What follows belongs to an exercise in optimizing a design on an open flow for small area; a production flow would make more cautious choices. Only simulation tests tie the RTL to the original design; equivalence was not proved. Power is estimated from default activity; no workload was simulated.

==> job 4586 <==
## rbc
module rbc #(
    parameter integer P_BUSY_GUARD     = 4,    
    parameter integer P_TSETTLE_MIN_MS = 10    
) (
    input  wire        clk,
    input  wire        rst_n,
    input  wire        ms_tick,
    input  wire        host_sel,
    input  wire        host_we,
    input  wire [8:0]  host_addr,
    input  wire [31:0] host_wdata,
    output wire [31:0] host_rdata,
    output wire        host_berr,
    output wire        nss_o,
    output wire        sck_o,
    output wire        sck_oe,
    output wire        mosi_o,
    output wire        mosi_oe,
    input  wire        miso_i,
    input  wire        busy_i,
    input  wire        dio1_i,
    output wire        nrst_oe,
    output wire        irq_radio_o,
    output wire        irq_ctl_o,
    output wire        crit_o
);
clock: 10.0 ns
lec_check: 0
cap_margin: 5
core_margin: 2
core_utilization: 45
cts_cluster_diameter: 90
cts_cluster_size: 30
setup_slack_margin: 0.2
slew_margin: 5
synth_hierarchical: 1
synth_minimum_keep_size: 0
run.sh (not shown) runs the stock make flow with config.mk's settings and CLKGATE_MAP_FILE= SYNTH_SCRIPT=/design/flow/synth_recipe.tcl, a recipe that flattens the netlist after the stock synthesis.
==> inputs of job 9929, as changes to job 4586 <==
--- a/flow/design.v
+++ b/flow/design.v
@@ -75,17 +75,16 @@
     reg        busy_s1, busy_s2;
     reg        dio_s1, dio_s2, dio_s3;
     reg [3:0]  ph;
     reg        busy_q;
     reg [1:0]  hp;              
     reg [8:0]  e_k;             
     reg [2:0]  bit_idx;
-    reg [7:0]  hc;              
     reg [7:0]  sr;              
-    reg [15:0] dc;
+    reg [15:0] dc;              
     reg        sck_q, mosi_q;
     reg [1:0]  cl_op;
     reg [7:0]  cl_opc;
     reg [2:0]  cl_flags;        
     reg [8:0]  cl_size;
     reg [15:0] addr;
     reg        done, err, irqpend;
@@ -135,16 +134,19 @@
     wire wr_lockable = wr_dbuf |
                        (wr_reg & ((h_word == R_ADDR)     || (h_word == R_PINCTL)   ||
                                   (h_word == R_TRST_LOW) || (h_word == R_TRST_REL) ||
                                   (h_word == R_TSETTLE)  || (h_word == R_BUSY_TMO) ||
                                   (h_word == R_SCKDIV)   || (h_word == R_WAKECFG)));
     wire lock_refuse = wr_lockable & busyeng;
     wire cfg_write   = wr_lockable & ~busyeng;
-    wire [15:0] w_min     = (h_word == R_TSETTLE) ? TSETTLE_MIN : 16'd20;
-    wire [15:0] w_clamped = (host_wdata[15:0] < w_min) ? w_min : host_wdata[15:0];
+    wire [4:0]  w_min     = (h_word == R_TSETTLE) ? TSETTLE_MIN[4:0] : 5'd20;
+    wire        w_small   = (host_wdata[15:5] == 11'd0) && (host_wdata[4:0] < w_min);
+    wire [15:0] w_clamped = {host_wdata[15:5], w_small ? w_min : host_wdata[4:0]};
+    wire        ws_big    = host_wdata[24] && (host_wdata[23:16] != 8'd0);
+    wire [8:0]  ws_clamped = {host_wdata[24], ws_big ? 8'd0 : host_wdata[23:16]};
     wire [3:0] c_op    = host_wdata[3:0];
     wire [8:0] c_size  = host_wdata[28:20];
     wire       c_resv  = (host_wdata[7:4] != 4'd0) || host_wdata[19] ||
                          (host_wdata[31:29] != 3'd0);
     wire       c_illegal = c_resv || !((c_op == 4'h1) || (c_op == 4'h2) || (c_op == 4'h3));
     reg [2:0] c_code;
     always @* begin
@@ -156,28 +158,43 @@
             c_code = ERR_OP;
         else if (((c_op == 4'h1) || (c_op == 4'h3)) && hiz)
             c_code = ERR_HIZ;
         else if ((c_op == 4'h1) && (rstate != RS_AWAKE))
             c_code = ERR_STATE;
         else if ((c_op == 4'h3) && (rstate != RS_ASLEEP))
             c_code = ERR_STATE;
-        else if ((c_op == 4'h1) && (c_size > 9'd256))
+        else if ((c_op == 4'h1) && c_size[8] && (c_size[7:0] != 8'd0))    
             c_code = ERR_SIZE;
         else
             c_code = ERR_NONE;
     end
     wire       cmd_refuse  = wr_cmd & (c_code != ERR_NONE);
     wire       cmd_accept  = wr_cmd & (c_code == ERR_NONE);
     wire       refuse      = cmd_refuse | lock_refuse;
     wire [2:0] refuse_code = cmd_refuse ? c_code : ERR_LOCK;
+    wire [15:0] dc_inc     = dc + 16'd1;
+    reg  [15:0] dc_target;
+    always @* begin
+        case (ph)
+            PH_RLOW: dc_target = trst_low;
+            PH_RREL: dc_target = trst_rel;
+            PH_RSETTLE: dc_target = tsettle;
+            PH_XSEL:    dc_target = {8'h00, sckdiv};
+            PH_XSHIFT:  dc_target = {8'h00, sckdiv};
+            PH_XGUARD:  dc_target = {8'h00, GC_LAST};
+            default: dc_target = busy_tmo;
+        endcase
+    end
+    wire        dc_hit     = (dc == dc_target);
+    wire        bw_timeout = (busy_tmo != 16'd0) && dc_hit;
     wire [8:0] e_k_first = d_dir ? (d_hasaddr ? 9'h1FD : 9'h1FF)
                                  : (d_hasaddr ? 9'h1FE : 9'h000);
     wire [8:0] e_k_last  = d_size - {8'd0, d_dir};
     wire       last_byte = (e_k == e_k_last);
-    wire half_end      = (ph == PH_XSHIFT) && (hc == sckdiv);
+    wire half_end      = (ph == PH_XSHIFT) && dc_hit;
     wire bit_sampled   = half_end && sck_q;
     wire byte_received = bit_sampled && (bit_idx == 3'd0);
     wire rx_to_dbuf    = byte_received && d_dir && !e_k[8];
     wire rx_to_rxstat  = byte_received && (hp == 2'd0);
     wire [7:0] rx_byte = {sr[6:0], miso_i};
     wire [5:0] m_word = busyeng ? e_k[7:2] : h_word;
     reg [63:0] m_sel;
@@ -231,26 +248,14 @@
         else if (d_hasaddr && (hp == 2'd1))
             fb_next = addr[7:0];
         else if (!d_dir)
             fb_next = m_byte;
         else
             fb_next = 8'h00;
     end
-    wire [15:0] dc_inc     = dc + 16'd1;
-    reg  [15:0] dc_target;
-    always @* begin
-        case (ph)
-            PH_RLOW: dc_target = trst_low;
-            PH_RREL: dc_target = trst_rel;
-            PH_RSETTLE: dc_target = tsettle;
-            default: dc_target = busy_tmo;
-        endcase
-    end
-    wire        dc_hit     = (dc == dc_target);
-    wire        bw_timeout = (busy_tmo != 16'd0) && dc_hit;
     always @(posedge clk) begin
         if (!rst_n) begin
             busy_s1    <= 1'b0;
             busy_s2    <= 1'b0;
             dio_s1     <= 1'b0;
             dio_s2     <= 1'b0;
             dio_s3     <= 1'b0;
@@ -292,15 +297,15 @@
                     R_TRST_LOW: trst_low <= w_clamped;
                     R_TRST_REL: trst_rel <= w_clamped;
                     R_TSETTLE:  tsettle  <= w_clamped;
                     R_BUSY_TMO: busy_tmo <= host_wdata[15:0];
                     R_SCKDIV:   sckdiv   <= host_wdata[7:0];
                     R_WAKECFG: begin
                         wake_opc  <= host_wdata[7:0];
-                        wake_size <= (host_wdata[24:16] > 9'd256) ? 9'd256 : host_wdata[24:16];
+                        wake_size <= ws_clamped;
                     end
                     default: ;
                 endcase
             end
             if (wr_irqen)
                 irqen <= host_wdata[3:0];
             if (wr_status) begin
@@ -327,15 +332,15 @@
                         dc <= 16'd0;
                         ph <= PH_XPRE;
                     end
                     4'h3: begin  
                         sck_q   <= 1'b0;
                         mosi_q  <= wake_opc[7];
                         sr      <= wake_opc;
-                        hc      <= 8'd0;
+                        dc      <= 16'd0;
                         hp      <= 2'd0;
                         e_k     <= 9'h1FF;      
                         bit_idx <= 3'd7;
                         ph      <= PH_XSEL;
                     end
                     default: begin  
                         rstate  <= RS_MIDRESET;
@@ -347,42 +352,42 @@
             end
             case (ph)
                 PH_XPRE: begin
                     if (!busy_s2) begin
                         sck_q   <= 1'b0;
                         mosi_q  <= d_opc[7];
                         sr      <= d_opc;
-                        hc      <= 8'd0;
+                        dc      <= 16'd0;
                         hp      <= 2'd0;
                         e_k     <= e_k_first;
                         bit_idx <= 3'd7;
                         ph      <= PH_XSEL;
                     end else if (ms_tick) begin
                         if (bw_timeout) begin
                             ph         <= PH_FATAL;
                             fatalcause <= 2'd1;
                         end else begin
                             dc <= dc_inc;
                         end
                     end
                 end
                 PH_XSEL: begin
-                    if (hc == sckdiv) begin
-                        hc    <= 8'd0;
+                    if (dc_hit) begin
+                        dc    <= 16'd0;
                         sck_q <= 1'b1;
                         ph    <= PH_XSHIFT;
                     end else begin
-                        hc <= hc + 8'd1;
+                        dc <= dc_inc;
                     end
                 end
                 PH_XSHIFT: begin
-                    if (hc != sckdiv) begin
-                        hc <= hc + 8'd1;
+                    if (!dc_hit) begin
+                        dc <= dc_inc;
                     end else begin
-                        hc <= 8'd0;
+                        dc <= 16'd0;
                         if (sck_q) begin
                             sr    <= rx_byte;
                             sck_q <= 1'b0;
                             if (bit_idx != 3'd0)
                                 mosi_q <= sr[6];
                             else begin
                                 if (rx_to_rxstat)
@@ -406,26 +411,26 @@
                             end else begin
                                 ph    <= PH_XGUARD;
                             end
                         end
                     end
                 end
                 PH_XGUARD: begin
-                    if (hc[1:0] == GC_LAST[1:0]) begin
+                    if (dc_hit) begin
                         if (d_sleep) begin
                             ph     <= PH_IDLE;
                             busy_q <= 1'b0;
                             done   <= 1'b1;
                             rstate <= RS_ASLEEP;
                         end else begin
                             dc <= 16'd0;
                             ph <= PH_XPOST;
                         end
                     end else begin
-                        hc <= hc + 8'd1;
+                        dc <= dc_inc;
                     end
                 end
                 PH_XPOST: begin
                     if (!busy_s2) begin
                         ph   <= PH_IDLE;
                         busy_q <= 1'b0;
                         done <= 1'b1;
==> flow/flow/run.sh (new file) <==
#!/bin/bash
# The standard layout (the standard.sh, all steps), with two changes:
# clock tree synthesis does not add dummy loads to balance the leaf buffers,
# and after global routing non-critical gates are downsized (RECOVER_POWER).
set -euo pipefail
export CTS_ARGS="-sink_clustering_enable -repair_clock_nets -sink_clustering_size 30 -sink_clustering_max_diameter 90 -dont_use_dummy_load"
export RECOVER_POWER=100
bash standard.sh > standard.log 2>&1
==> flow/standard.sh (new file) <==
#!/bin/bash
# synth_recipe.tcl (not shown) runs the flow's synth.tcl, then flattens the netlist and writes it again
# the make line also repeats each setting of config.mk as NAME=value (left out here)
make -C /OpenROAD-flow-scripts/flow DESIGN_CONFIG=/design/flow/config.mk WORK_HOME=/design/flow/orfs CLKGATE_MAP_FILE= SYNTH_SCRIPT=/design/flow/synth_recipe.tcl "${@:-finish}"
Settings changed: CORE_UTILIZATION 45 to 55, PLACE_DENSITY set to 0.65.
removed: flow/run.sh
==> inputs of job 6652, as changes to job 4586 <==
--- a/flow/design.v
+++ b/flow/design.v
@@ -71,17 +71,16 @@
                      R_WAKECFG  = 6'd10,
                      R_RXSTAT   = 6'd11;
     localparam [7:0]  GC_LAST     = P_BUSY_GUARD - 1;
     localparam [15:0] TSETTLE_MIN = P_TSETTLE_MIN_MS;
     reg        busy_s1, busy_s2;
     reg        dio_s1, dio_s2, dio_s3;
     reg [3:0]  ph;
-    reg        busy_q;
-    reg [1:0]  hp;              
-    reg [8:0]  e_k;             
+    reg [8:0]  bi;
+    reg [7:0]  e_k;             
     reg [2:0]  bit_idx;
     reg [7:0]  hc;              
     reg [7:0]  sr;              
     reg [15:0] dc;
     reg        sck_q, mosi_q;
     reg [1:0]  cl_op;
     reg [7:0]  cl_opc;
@@ -96,15 +95,15 @@
     reg        hiz;
     reg [15:0] trst_low, trst_rel, tsettle, busy_tmo;
     reg [7:0]  sckdiv;
     reg [7:0]  wake_opc;
     reg [8:0]  wake_size;
     reg [7:0]  rxstat;
     reg [2047:0] dbuf;
-    wire busyeng = busy_q;      
+    wire busyeng = (ph != PH_IDLE);
     wire fatal   = (ph == PH_FATAL);
     wire crit    = busyeng && !fatal;
     wire in_reset_seq = (ph == PH_RLOW) || (ph == PH_RREL) || (ph == PH_RSETTLE);
     assign crit_o      = crit;
     assign nss_o       = ~((ph == PH_XSEL) || (ph == PH_XSHIFT));
     assign sck_o       = sck_q;
     assign mosi_o      = mosi_q;
@@ -165,23 +164,24 @@
         else
             c_code = ERR_NONE;
     end
     wire       cmd_refuse  = wr_cmd & (c_code != ERR_NONE);
     wire       cmd_accept  = wr_cmd & (c_code == ERR_NONE);
     wire       refuse      = cmd_refuse | lock_refuse;
     wire [2:0] refuse_code = cmd_refuse ? c_code : ERR_LOCK;
-    wire [8:0] e_k_first = d_dir ? (d_hasaddr ? 9'h1FD : 9'h1FF)
-                                 : (d_hasaddr ? 9'h1FE : 9'h000);
-    wire [8:0] e_k_last  = d_size - {8'd0, d_dir};
-    wire       last_byte = (e_k == e_k_last);
+    wire [8:0] hdr_len   = d_hasaddr ? 9'd3 : 9'd1;           
+    wire [8:0] bi_next   = bi + 9'd1;
+    wire       last_byte = (bi_next == hdr_len + d_size);
+    wire [7:0] e_k_first = d_dir ? (d_hasaddr ? 8'hFD : 8'hFF)
+                                 : (d_hasaddr ? 8'hFE : 8'h00);
     wire half_end      = (ph == PH_XSHIFT) && (hc == sckdiv);
     wire bit_sampled   = half_end && sck_q;
     wire byte_received = bit_sampled && (bit_idx == 3'd0);
-    wire rx_to_dbuf    = byte_received && d_dir && !e_k[8];
-    wire rx_to_rxstat  = byte_received && (hp == 2'd0);
+    wire rx_to_dbuf    = byte_received && d_dir && (bi >= hdr_len);
+    wire rx_to_rxstat  = byte_received && (bi == 9'd0);
     wire [7:0] rx_byte = {sr[6:0], miso_i};
     wire [5:0] m_word = busyeng ? e_k[7:2] : h_word;
     reg [63:0] m_sel;
     integer w;
     always @* begin
         for (w = 0; w < 64; w = w + 1)
             m_sel[w] = (m_word == w);
@@ -222,17 +222,17 @@
             2'd1: m_byte = m_rd[15:8];
             2'd2: m_byte = m_rd[23:16];
             default: m_byte = m_rd[31:24];
         endcase
     end
     reg [7:0] fb_next;
     always @* begin
-        if (d_hasaddr && (hp == 2'd0))
+        if (d_hasaddr && (bi == 9'd0))
             fb_next = addr[15:8];
-        else if (d_hasaddr && (hp == 2'd1))
+        else if (d_hasaddr && (bi == 9'd1))
             fb_next = addr[7:0];
         else if (!d_dir)
             fb_next = m_byte;
         else
             fb_next = 8'h00;
     end
     wire [15:0] dc_inc     = dc + 16'd1;
@@ -251,15 +251,14 @@
         if (!rst_n) begin
             busy_s1    <= 1'b0;
             busy_s2    <= 1'b0;
             dio_s1     <= 1'b0;
             dio_s2     <= 1'b0;
             dio_s3     <= 1'b0;
             ph         <= PH_IDLE;
-            busy_q     <= 1'b0;
             sck_q      <= 1'b0;
             mosi_q     <= 1'b0;
             cl_op      <= 2'd0;
             cl_opc     <= 8'h00;
             cl_flags   <= 3'd0;
             cl_size    <= 9'd0;
             addr       <= 16'h0;
@@ -312,15 +311,14 @@
                 if (host_wdata[4]) irqpend <= 1'b0;
             end
             if (refuse) begin
                 if (!err) errcode <= refuse_code;
                 err <= 1'b1;
             end
             if (cmd_accept) begin
-                busy_q   <= 1'b1;
                 cl_op    <= host_wdata[1:0];
                 cl_opc   <= host_wdata[15:8];
                 cl_flags <= host_wdata[18:16];
                 cl_size  <= host_wdata[28:20];
                 done    <= 1'b0;
                 case (c_op)
                     4'h1: begin  
@@ -328,16 +326,16 @@
                         ph <= PH_XPRE;
                     end
                     4'h3: begin  
                         sck_q   <= 1'b0;
                         mosi_q  <= wake_opc[7];
                         sr      <= wake_opc;
                         hc      <= 8'd0;
-                        hp      <= 2'd0;
-                        e_k     <= 9'h1FF;      
+                        bi      <= 9'd0;
+                        e_k     <= 8'hFF;       
                         bit_idx <= 3'd7;
                         ph      <= PH_XSEL;
                     end
                     default: begin  
                         rstate  <= RS_MIDRESET;
                         irqpend <= 1'b0;
                         dc      <= 16'd0;
@@ -348,15 +346,15 @@
             case (ph)
                 PH_XPRE: begin
                     if (!busy_s2) begin
                         sck_q   <= 1'b0;
                         mosi_q  <= d_opc[7];
                         sr      <= d_opc;
                         hc      <= 8'd0;
-                        hp      <= 2'd0;
+                        bi      <= 9'd0;
                         e_k     <= e_k_first;
                         bit_idx <= 3'd7;
                         ph      <= PH_XSEL;
                     end else if (ms_tick) begin
                         if (bw_timeout) begin
                             ph         <= PH_FATAL;
                             fatalcause <= 2'd1;
@@ -393,45 +391,42 @@
                                     mosi_q <= 1'b0;
                             end
                         end else begin
                             if (bit_idx != 3'd0) begin
                                 bit_idx <= bit_idx - 3'd1;
                                 sck_q   <= 1'b1;
                             end else if (!last_byte) begin
-                                if (hp != 2'd2)
-                                    hp  <= hp + 2'd1;
-                                e_k     <= e_k + 9'd1;
+                                bi      <= bi_next;
+                                e_k     <= e_k + 8'd1;
                                 bit_idx <= 3'd7;
                                 sr      <= fb_next;
                                 sck_q   <= 1'b1;
                             end else begin
                                 ph    <= PH_XGUARD;
                             end
                         end
                     end
                 end
                 PH_XGUARD: begin
                     if (hc[1:0] == GC_LAST[1:0]) begin
                         if (d_sleep) begin
                             ph     <= PH_IDLE;
-                            busy_q <= 1'b0;
                             done   <= 1'b1;
                             rstate <= RS_ASLEEP;
                         end else begin
                             dc <= 16'd0;
                             ph <= PH_XPOST;
                         end
                     end else begin
                         hc <= hc + 8'd1;
                     end
                 end
                 PH_XPOST: begin
                     if (!busy_s2) begin
                         ph   <= PH_IDLE;
-                        busy_q <= 1'b0;
                         done <= 1'b1;
                         if (k_wake)
                             rstate <= RS_AWAKE;
                     end else if (ms_tick) begin
                         if (bw_timeout) begin
                             ph         <= PH_FATAL;
                             fatalcause <= k_wake ? 2'd3 : 2'd2;
@@ -460,15 +455,14 @@
                         end
                     end
                 end
                 PH_RSETTLE: begin
                     if (ms_tick) begin
                         if (dc_hit) begin
                             ph     <= PH_IDLE;
-                            busy_q <= 1'b0;
                             done   <= 1'b1;
                             rstate <= RS_AWAKE;
                         end else begin
                             dc <= dc_inc;
                         end
                     end
                 end
Settings changed: CAP_MARGIN 5 to 20, CTS_CLUSTER_DIAMETER 90 to 50, CTS_CLUSTER_SIZE 30 to 24, SETUP_SLACK_MARGIN 0.2 to 0.3, SLEW_MARGIN 5 to 20.
==> comparison table <==
quantity	job 6652	job 4586	job 9929
Status	no timing/DRC/antenna violations	no timing/DRC/antenna violations	failed layout checks
Layout check failures	-	-	capacitance limit, slew limit, setup timing
Most common cell on crit path	-	sky130_fd_sc_hd__nand4_1	sky130_fd_sc_hd__nand4_1
Count of maximum capacitance violations	0	0	50
Delay of the slowest cell on the worst path	0.99 ns	0.73 ns	1.20 ns
Routed met1 length	108 mm	107 mm	95.1 mm
Routed wirelength normalized by instance count	32.8 um	34.3 um	35.5 um
Non-CTS inverters	95	140	133
Multi-input combinational cell count	2704	2613	2547
Share of the synthesized area in compound gates (AO/OA/AOI/OAI)	12.1%	12.3%	11.9%
Reported net switching power	6.30 mW	3.67 mW	3.25 mW
Critical path fanouts, max	18	24	17
Reg area	66300 um2	66100 um2	65900 um2
Clock-pin transition on the worst setup and hold timing paths	0.07 ns	0.09 ns	0.09 ns
Critical Path AT	7.71 ns	7.85 ns	8.13 ns
Arithmetic-cell share of the synthesized area counting full adders, half adders and majority gates	0.273%	0.206%	0.193%
Total nets after synthesis	5251	5194	5114
Vias post-DR	55000	54100	53200
Sequential power	11.2 mW	10.3 mW	10.3 mW
Number of enable-type register cells in the synthesized netlist	2099	2093	2085
Placer congestion estimate	0.982	0.980	1.01
Ratio of cells with drive above 1 in the final layout	11.4%	8.83%	6.54%
Number of cells on the worst reg-to-reg path	23	18	3
Distinct cell type count of the synthesized netlist	86	84	90

## afterwards: timing with drivers on the ports
The results above use ideal ports. As a check the final layouts listed here were re-extracted and re-timed, cells and wires unchanged.
Step 1, drivers: a clkbuf_16 drives clk and a buf_2 each remaining input, both assumed.
Step 2 times the ports against the registers' clock, not the clock port: input delays grow and output delays shrink by t, the midpoint of the rising clock arrivals with the driver on.
a / b / c = ideal / step 1 / step 2; a / b = the first two.
run	shift t [ns]	setup WS [ns]	hold WS [ns]	clock arrival spread, ns	worst data-port slew with drivers (ns)
job 4586	0.863	0.155 / 0.116 / 0.116	0.452 / 0.452 / 0.452	0.072 / 0.073	0.07
job 9929	0.806	-0.128 / -0.152 / -0.190	0.454 / 0.454 / 0.454	0.083 / 0.083	0.04
job 6652	0.927	0.295 / 0.268 / 0.268	0.429 / 0.429 / 0.429	0.048 / 0.048	0.07
The setup slack of job 9929, which loses most, moves by -0.024 ns with the drivers and by -0.062 ns with both steps.
